Source: an optimization exercise on an open RTL-to-GDS flow (aim: small area, a short achievable clock period and few clock cycles). Production flows keep margins and buffers that such runs may drop. RTL that was checked went through simulation tests only; none was proved equivalent to the original. No activity file was given, so power comes from the tool's default toggle rates.

==> flow/design.v <==
module phpb_serial (
    input  wire        clk,
    input  wire        rst,             
    input  wire        cfg_guard_en,    
    input  wire [16:0] cfg_max_len,     
    input  wire        cfg_drop_zero,   
    input  wire        rx_in_valid,
    output wire        rx_in_ready,
    input  wire [7:0]  rx_in_data,
    input  wire        rx_in_last,      
    output wire        rx_out_valid,
    input  wire        rx_out_ready,
    output wire [7:0]  rx_out_data,
    output wire        rx_out_sop,
    output wire        rx_out_eop,
    output wire [47:0] rx_out_hdr,      
    output wire [16:0] rx_out_tlen,     
    input  wire        tx_in_valid,
    output wire        tx_in_ready,
    input  wire [7:0]  tx_in_data,
    output wire        tx_out_valid,
    input  wire        tx_out_ready,
    output wire [7:0]  tx_out_data,
    output reg  [15:0] cnt_rx_pkt,
    output reg  [15:0] cnt_malformed,
    output reg  [15:0] cnt_zero_drop
);
    reg [15:0] m;           
    reg        g_never;     
    reg        g_always;    
    reg        dz;
    always @(posedge clk) begin
        m        <= cfg_max_len[15:0] - 16'd7;
        g_never  <= !cfg_guard_en || (cfg_max_len >= 17'd65542);
        g_always <= cfg_guard_en && (cfg_max_len < 17'd7);
        dz       <= cfg_drop_zero;
    end
    reg       rdy;
    reg       ib_v, i2_v;
    reg [7:0] ib_d, i2_d;
    reg       ib_l, i2_l;
    reg       ib_ff, i2_ff;
    reg       ib_00, i2_00;
    reg       ib_gt, i2_gt;     
    wire take  = rx_in_valid && rdy;
    wire in_ff = (rx_in_data == 8'hFF);
    wire in_00 = (rx_in_data == 8'h00);
    wire in_gt = (rx_in_data > m[7:0]);
    assign rx_in_ready = rdy;
    reg        pend;        
    reg        body;        
    reg        disc;        
    reg        drop;        
    reg [2:0]  hc;          
    reg [4:0]  tt;          
    reg [4:0]  ct;          
    reg [39:0] sr;          
    reg        tl_a, tl_b;  
    reg        zf;          
    reg [16:0] remain;      
    reg        rend;        
    reg        ov, osop, oeop;
    reg [7:0]  od;
    reg        ev_pkt, ev_mal, ev_zero;
    wire hdr = !body && !disc;
    wire other  = !ib_ff && !ib_00;
    wire absorb = !pend && ib_ff;           
    wire split  = pend && other;            
    wire [7:0] tdata = pend ? {8{!ib_00}} : ib_d;
    wire tlast  = ib_l && !split;
    wire tgt_lo = split ? (m[7:0] != 8'hFF) : ib_gt;
    wire too_long = tl_a || (tl_b && tgt_lo);
    wire [4:0] tsel = tt & ~{1'b0, tt[4:1]};
    wire [7:0] top_byte = ({8{tsel[0]}} & sr[7:0])   | ({8{tsel[1]}} & sr[15:8])  |
                          ({8{tsel[2]}} & sr[23:16]) | ({8{tsel[3]}} & sr[31:24]) |
                          ({8{tsel[4]}} & sr[39:32]);
    wire [16:0] tlen_new = {1'b0, sr[7:0], tdata} + 17'd7;
    wire hc5   = (hc == 3'd5);
    wire ofree = !ov || rx_out_ready;
    wire room = !tt[4] || (ofree && ct[0]);
    wire acc = ib_v && (absorb || disc ||
                        (hdr  && (hc5 ? (!ct[0] && ofree) : room)) ||
                        (body && (drop || ofree || (!tt[4] && !osop))));
    wire tok      = acc && !absorb;             
    wire push     = tok && (hdr || (body && !drop));
    wire complete = tok && hdr && hc5;
    wire zdrop    = dz && zf;
    wire hdr_ok   = complete && !too_long && !zdrop;
    wire hdr_bad  = complete && too_long;
    wire btok     = tok && body;
    wire body_end = btok && rend;
    wire cons     = acc && !split;
    wire load     = ofree && (ct[0] || hdr_ok);
    wire bpush    = push && body;
    wire       n_pend = acc ? absorb : pend;
    wire       n_body = complete ? !too_long : (body && !body_end);
    wire       n_disc = complete ? (too_long && !tlast) : (disc && !(acc && tlast));
    wire       n_drop = complete ? zdrop : drop;
    wire [2:0] n_hc   = complete ? 3'd0 : ((tok && hdr) ? hc + 3'd1 : hc);
    wire       n_ov   = load || (ov && !rx_out_ready);
    wire [4:0] n_tt   = (complete && !hdr_ok) ? 5'd0 :
                        (push && !load)      ? {tt[3:0], 1'b1} :
                        (load && !push)      ? {1'b0, tt[4:1]} : tt;
    wire [4:0] n_ct   = hdr_ok              ? 5'b11111 :
                        (bpush && !load)     ? {ct[3:0], 1'b1} :
                        (load && !bpush)     ? {1'b0, ct[4:1]} : ct;
    wire       ib_free = !ib_v || cons;
    wire       n_ibv   = ib_free ? (i2_v || take) : 1'b1;
    wire       n_i2v   = !ib_free && (i2_v || take);
    always @(posedge clk) begin
        if (ib_free) begin
            if (i2_v) begin
                ib_d  <= i2_d;
                ib_l  <= i2_l;
                ib_ff <= i2_ff;
                ib_00 <= i2_00;
                ib_gt <= i2_gt;
            end else if (take) begin
                ib_d  <= rx_in_data;
                ib_l  <= rx_in_last;
                ib_ff <= in_ff;
                ib_00 <= in_00;
                ib_gt <= in_gt;
            end
        end else if (take) begin
            i2_d  <= rx_in_data;
            i2_l  <= rx_in_last;
            i2_ff <= in_ff;
            i2_00 <= in_00;
            i2_gt <= in_gt;
        end
        if (push)
            sr <= {sr[31:0], tdata};
        if (tok && hdr) begin
            if (hc == 3'd0) zf <= (tdata == 8'h00);
            if (hc == 3'd4) begin
                tl_a <= g_always || (!g_never && (tdata > m[15:8]));
                tl_b <= !g_always && !g_never && (tdata == m[15:8]);
            end
        end
        if (complete) begin
            remain <= tlen_new;
            rend   <= (sr[7:0] == 8'h00) && (tdata == 8'h00);
        end else if (btok) begin
            remain <= remain - 17'd1;
            rend   <= (remain == 17'd8);
        end
        if (load) begin
            od   <= top_byte;
            osop <= hdr_ok;
            oeop <= !body && ct[0] && !ct[1];
        end
        if (rst) begin
            rdy      <= 1'b1;
            ib_v     <= 1'b0;
            i2_v     <= 1'b0;
            pend     <= 1'b0;
            body     <= 1'b0;
            disc     <= 1'b0;
            drop     <= 1'b0;
            hc       <= 3'd0;
            tt       <= 5'd0;
            ct       <= 5'd0;
            ov       <= 1'b0;
            ev_pkt   <= 1'b0;
            ev_mal   <= 1'b0;
            ev_zero  <= 1'b0;
        end else begin
            rdy      <= !n_i2v;
            ib_v     <= n_ibv;
            i2_v     <= n_i2v;
            pend     <= n_pend;
            body     <= n_body;
            disc     <= n_disc;
            drop     <= n_drop;
            hc       <= n_hc;
            tt       <= n_tt;
            ct       <= n_ct;
            ov       <= n_ov;
            ev_pkt   <= body_end && !drop;
            ev_mal   <= hdr_bad;
            ev_zero  <= body_end && drop;
        end
    end
    always @(posedge clk) begin
        if (rst) begin
            cnt_rx_pkt    <= 16'd0;
            cnt_malformed <= 16'd0;
            cnt_zero_drop <= 16'd0;
        end else begin
            if (ev_pkt && cnt_rx_pkt != 16'hFFFF)
                cnt_rx_pkt <= cnt_rx_pkt + 16'd1;
            if (ev_mal && cnt_malformed != 16'hFFFF)
                cnt_malformed <= cnt_malformed + 16'd1;
            if (ev_zero && cnt_zero_drop != 16'hFFFF)
                cnt_zero_drop <= cnt_zero_drop + 16'd1;
        end
    end
    assign rx_out_valid = ov;
    assign rx_out_data  = od;
    assign rx_out_sop   = osop;
    assign rx_out_eop   = oeop;
    assign rx_out_hdr   = {od, sr};    
    assign rx_out_tlen  = remain;
    reg       trdy;
    reg       tov;
    reg [7:0] tod;
    reg       tpv, tpb;
    reg       sv;
    reg [7:0] sd;
    wire ttake  = tx_in_valid && trdy;
    wire tofree = !tov || tx_out_ready;
    wire in_sp  = (tx_in_data == 8'hFF) || (tx_in_data == 8'h00);
    wire sd_sp  = (sd == 8'hFF) || (sd == 8'h00);
    wire tdirect = tofree && !tpv && !sv;
    reg  n_sv;
    always @(*) begin
        n_sv = sv;
        if (tofree && !tpv && sv)
            n_sv = 1'b0;
        if (ttake && !tdirect)
            n_sv = 1'b1;
    end
    assign tx_in_ready = trdy;
    always @(posedge clk) begin
        if (tofree) begin
            if (tpv) begin
                tod <= {8{tpb}};
            end else if (sv) begin
                tod <= sd_sp ? 8'hFF : sd;
                tpb <= sd[0];
            end else if (ttake) begin
                tod <= in_sp ? 8'hFF : tx_in_data;
                tpb <= tx_in_data[0];
            end
        end
        if (ttake && !tdirect)
            sd <= tx_in_data;
        if (rst) begin
            trdy <= 1'b1;
            tov  <= 1'b0;
            tpv  <= 1'b0;
            sv   <= 1'b0;
        end else begin
            if (tofree) begin
                if (tpv) begin
                    tov <= 1'b1;
                    tpv <= 1'b0;
                end else if (sv) begin
                    tov <= 1'b1;
                    tpv <= sd_sp;
                end else if (ttake) begin
                    tov <= 1'b1;
                    tpv <= in_sp;
                end else begin
                    tov <= 1'b0;
                end
            end
            sv   <= n_sv;
            trdy <= !n_sv;
        end
    end
    assign tx_out_valid = tov;
    assign tx_out_data  = tod;
endmodule
==> flow/config.mk <==
export PLATFORM = sky130hd
export DESIGN_NAME = phpb_serial
export DESIGN_NICKNAME = phpb_serial
export VERILOG_FILES = /design/flow/design.v
export SDC_FILE = /design/flow/constraint.sdc
export NUM_CORES = 4
export LEC_CHECK = 0
export CAP_MARGIN = 20
export CORE_MARGIN = 2
export CORE_UTILIZATION = 40
export SETUP_SLACK_MARGIN = 3.6
export SLEW_MARGIN = 20
==> flow/constraint.sdc <==
create_clock -name core_clock -period 6.0 [get_ports {clk}]
set_input_delay 1.2000 -clock core_clock [delete_from_list [all_inputs] [get_ports {clk}]]
set_output_delay 1.2000 -clock core_clock [all_outputs]
set_load 0.01 [all_outputs]
standard.sh (not shown) runs the stock make flow with config.mk's settings and CLKGATE_MAP_FILE= SYNTH_SCRIPT=/design/flow/synth_recipe.tcl, a recipe that flattens the netlist after the stock synthesis.
==> flow/flow/run.sh <==
#!/bin/bash
# Standard layout, with the port buffers made from buf_2 cells instead of the
# resizer's default choice. Full tool output goes to flow_standard.log.
set -euo pipefail
export BUFFER_PORTS_ARGS="-buffer_cell sky130_fd_sc_hd__buf_2"
bash standard.sh > flow_standard.log 2>&1
Testbench counts at the start, summed over its fixed seeds: cycles 121,481.
Rerun with:
--- a/flow/design.v
+++ b/flow/design.v
@@ -23,31 +23,27 @@
     output wire [7:0]  tx_out_data,
     output reg  [15:0] cnt_rx_pkt,
     output reg  [15:0] cnt_malformed,
     output reg  [15:0] cnt_zero_drop
 );
-    reg [15:0] m;           
-    reg        g_never;     
-    reg        g_always;    
-    reg        dz;
-    always @(posedge clk) begin
-        m        <= cfg_max_len[15:0] - 16'd7;
-        g_never  <= !cfg_guard_en || (cfg_max_len >= 17'd65542);
-        g_always <= cfg_guard_en && (cfg_max_len < 17'd7);
-        dz       <= cfg_drop_zero;
-    end
+    wire       bw       = (cfg_max_len[7:0] < 8'd7);
+    reg  [7:0] m_lo;        
+    always @(posedge clk)
+        m_lo <= cfg_max_len[7:0] - 8'd7;
+    wire       g_never  = !cfg_guard_en || (cfg_max_len >= 17'd65542);   
+    wire       g_always = cfg_guard_en && (cfg_max_len < 17'd7);         
     reg       rdy;
     reg       ib_v, i2_v;
     reg [7:0] ib_d, i2_d;
     reg       ib_l, i2_l;
     reg       ib_ff, i2_ff;
     reg       ib_00, i2_00;
     reg       ib_gt, i2_gt;     
     wire take  = rx_in_valid && rdy;
     wire in_ff = (rx_in_data == 8'hFF);
     wire in_00 = (rx_in_data == 8'h00);
-    wire in_gt = (rx_in_data > m[7:0]);
+    wire in_gt = (rx_in_data > m_lo);
     assign rx_in_ready = rdy;
     reg        pend;        
     reg        body;        
     reg        disc;        
     reg        drop;        
@@ -56,41 +52,48 @@
     reg [4:0]  ct;          
     reg [39:0] sr;          
     reg        tl_a, tl_b;  
     reg        zf;          
     reg [16:0] remain;      
-    reg        rend;        
     reg        ov, osop, oeop;
     reg [7:0]  od;
     reg        ev_pkt, ev_mal, ev_zero;
     wire hdr = !body && !disc;
     wire other  = !ib_ff && !ib_00;
     wire absorb = !pend && ib_ff;           
     wire split  = pend && other;            
     wire [7:0] tdata = pend ? {8{!ib_00}} : ib_d;
     wire tlast  = ib_l && !split;
-    wire tgt_lo = split ? (m[7:0] != 8'hFF) : ib_gt;
+    wire [8:0] tdata_p1 = {1'b0, tdata} + 9'd1;
+    wire tgt_lo = split ? (m_lo != 8'hFF) : ib_gt;
     wire too_long = tl_a || (tl_b && tgt_lo);
     wire [4:0] tsel = tt & ~{1'b0, tt[4:1]};
     wire [7:0] top_byte = ({8{tsel[0]}} & sr[7:0])   | ({8{tsel[1]}} & sr[15:8])  |
                           ({8{tsel[2]}} & sr[23:16]) | ({8{tsel[3]}} & sr[31:24]) |
                           ({8{tsel[4]}} & sr[39:32]);
     wire [16:0] tlen_new = {1'b0, sr[7:0], tdata} + 17'd7;
+    reg  [16:0] rflip;
+    integer ri;
+    always @(*) begin
+        rflip[0] = 1'b1;
+        for (ri = 1; ri < 17; ri = ri + 1)
+            rflip[ri] = rflip[ri-1] && !remain[ri-1];
+    end
     wire hc5   = (hc == 3'd5);
     wire ofree = !ov || rx_out_ready;
     wire room = !tt[4] || (ofree && ct[0]);
     wire acc = ib_v && (absorb || disc ||
                         (hdr  && (hc5 ? (!ct[0] && ofree) : room)) ||
                         (body && (drop || ofree || (!tt[4] && !osop))));
     wire tok      = acc && !absorb;             
     wire push     = tok && (hdr || (body && !drop));
     wire complete = tok && hdr && hc5;
-    wire zdrop    = dz && zf;
+    wire zdrop    = zf;
     wire hdr_ok   = complete && !too_long && !zdrop;
     wire hdr_bad  = complete && too_long;
     wire btok     = tok && body;
-    wire body_end = btok && rend;
+    wire body_end = btok && (remain == 17'd7);
     wire cons     = acc && !split;
     wire load     = ofree && (ct[0] || hdr_ok);
     wire bpush    = push && body;
     wire       n_pend = acc ? absorb : pend;
     wire       n_body = complete ? !too_long : (body && !body_end);
@@ -130,23 +133,19 @@
             i2_gt <= in_gt;
         end
         if (push)
             sr <= {sr[31:0], tdata};
         if (tok && hdr) begin
-            if (hc == 3'd0) zf <= (tdata == 8'h00);
+            if (hc == 3'd0) zf <= cfg_drop_zero && (tdata == 8'h00);
             if (hc == 3'd4) begin
-                tl_a <= g_always || (!g_never && (tdata > m[15:8]));
-                tl_b <= !g_always && !g_never && (tdata == m[15:8]);
-            end
-        end
-        if (complete) begin
-            remain <= tlen_new;
-            rend   <= (sr[7:0] == 8'h00) && (tdata == 8'h00);
-        end else if (btok) begin
-            remain <= remain - 17'd1;
-            rend   <= (remain == 17'd8);
-        end
+                tl_a <= g_always || (!g_never && (bw ? ({1'b0, tdata} >= cfg_max_len[16:8])
+                                                     : ({1'b0, tdata} >  cfg_max_len[16:8])));
+                tl_b <= !g_always && !g_never && (bw ? (tdata_p1 == cfg_max_len[16:8])
+                                                     : ({1'b0, tdata} == cfg_max_len[16:8]));
+            end
+        end
+        remain <= complete ? tlen_new : (remain ^ ({17{btok}} & rflip));
         if (load) begin
             od   <= top_byte;
             osop <= hdr_ok;
             oeop <= !body && ct[0] && !ct[1];
         end
=> Routed wire length came out lower by a few percent; setup slack degrades by 0.35 ns; sequential share of layout area went down by 1.9 points; via count came out lower by a few percent; first-iteration DRC count fell by a quarter to a third; count of clock-buffer cells in the layout is lower by 8; non-clock buffer count increases by 1; final cell count is lower by a few percent; clock power went down by a quarter to a third.
For the second run of this note, only the layout was checked, not whether the RTL still works.

-- re-timing with driven ports --
How much do the figures lean on ideal ports? The routed layouts below were timed once more, with nothing changed but the port constraints.
Step 1, drivers: a clkbuf_16 drives clk and a buf_2 each remaining input, both assumed.
Step 2 also shifts input and output timing later by t, the mid clock arrival at the registers, as if the neighbouring blocks saw the same clock.
a / b / c = ideal / step 1 / step 2; a / b = the first two.
run	t, ns	setup slack, ns	latest minus earliest clock arrival (ns)	worst slew at a driven data input, ns	cell pins on the clock port's net
the first run	0.561	3.621 / 3.573 / 3.040	0.015 / 0.016	0.07	1
the second run	0.471	3.270 / 3.241 / 2.770	0.016 / 0.016	0.07	1
After both steps every run listed still meets setup and hold. The setup slack of the first run, which loses most, moves by -0.048 ns with the drivers and by -0.581 ns with both steps.
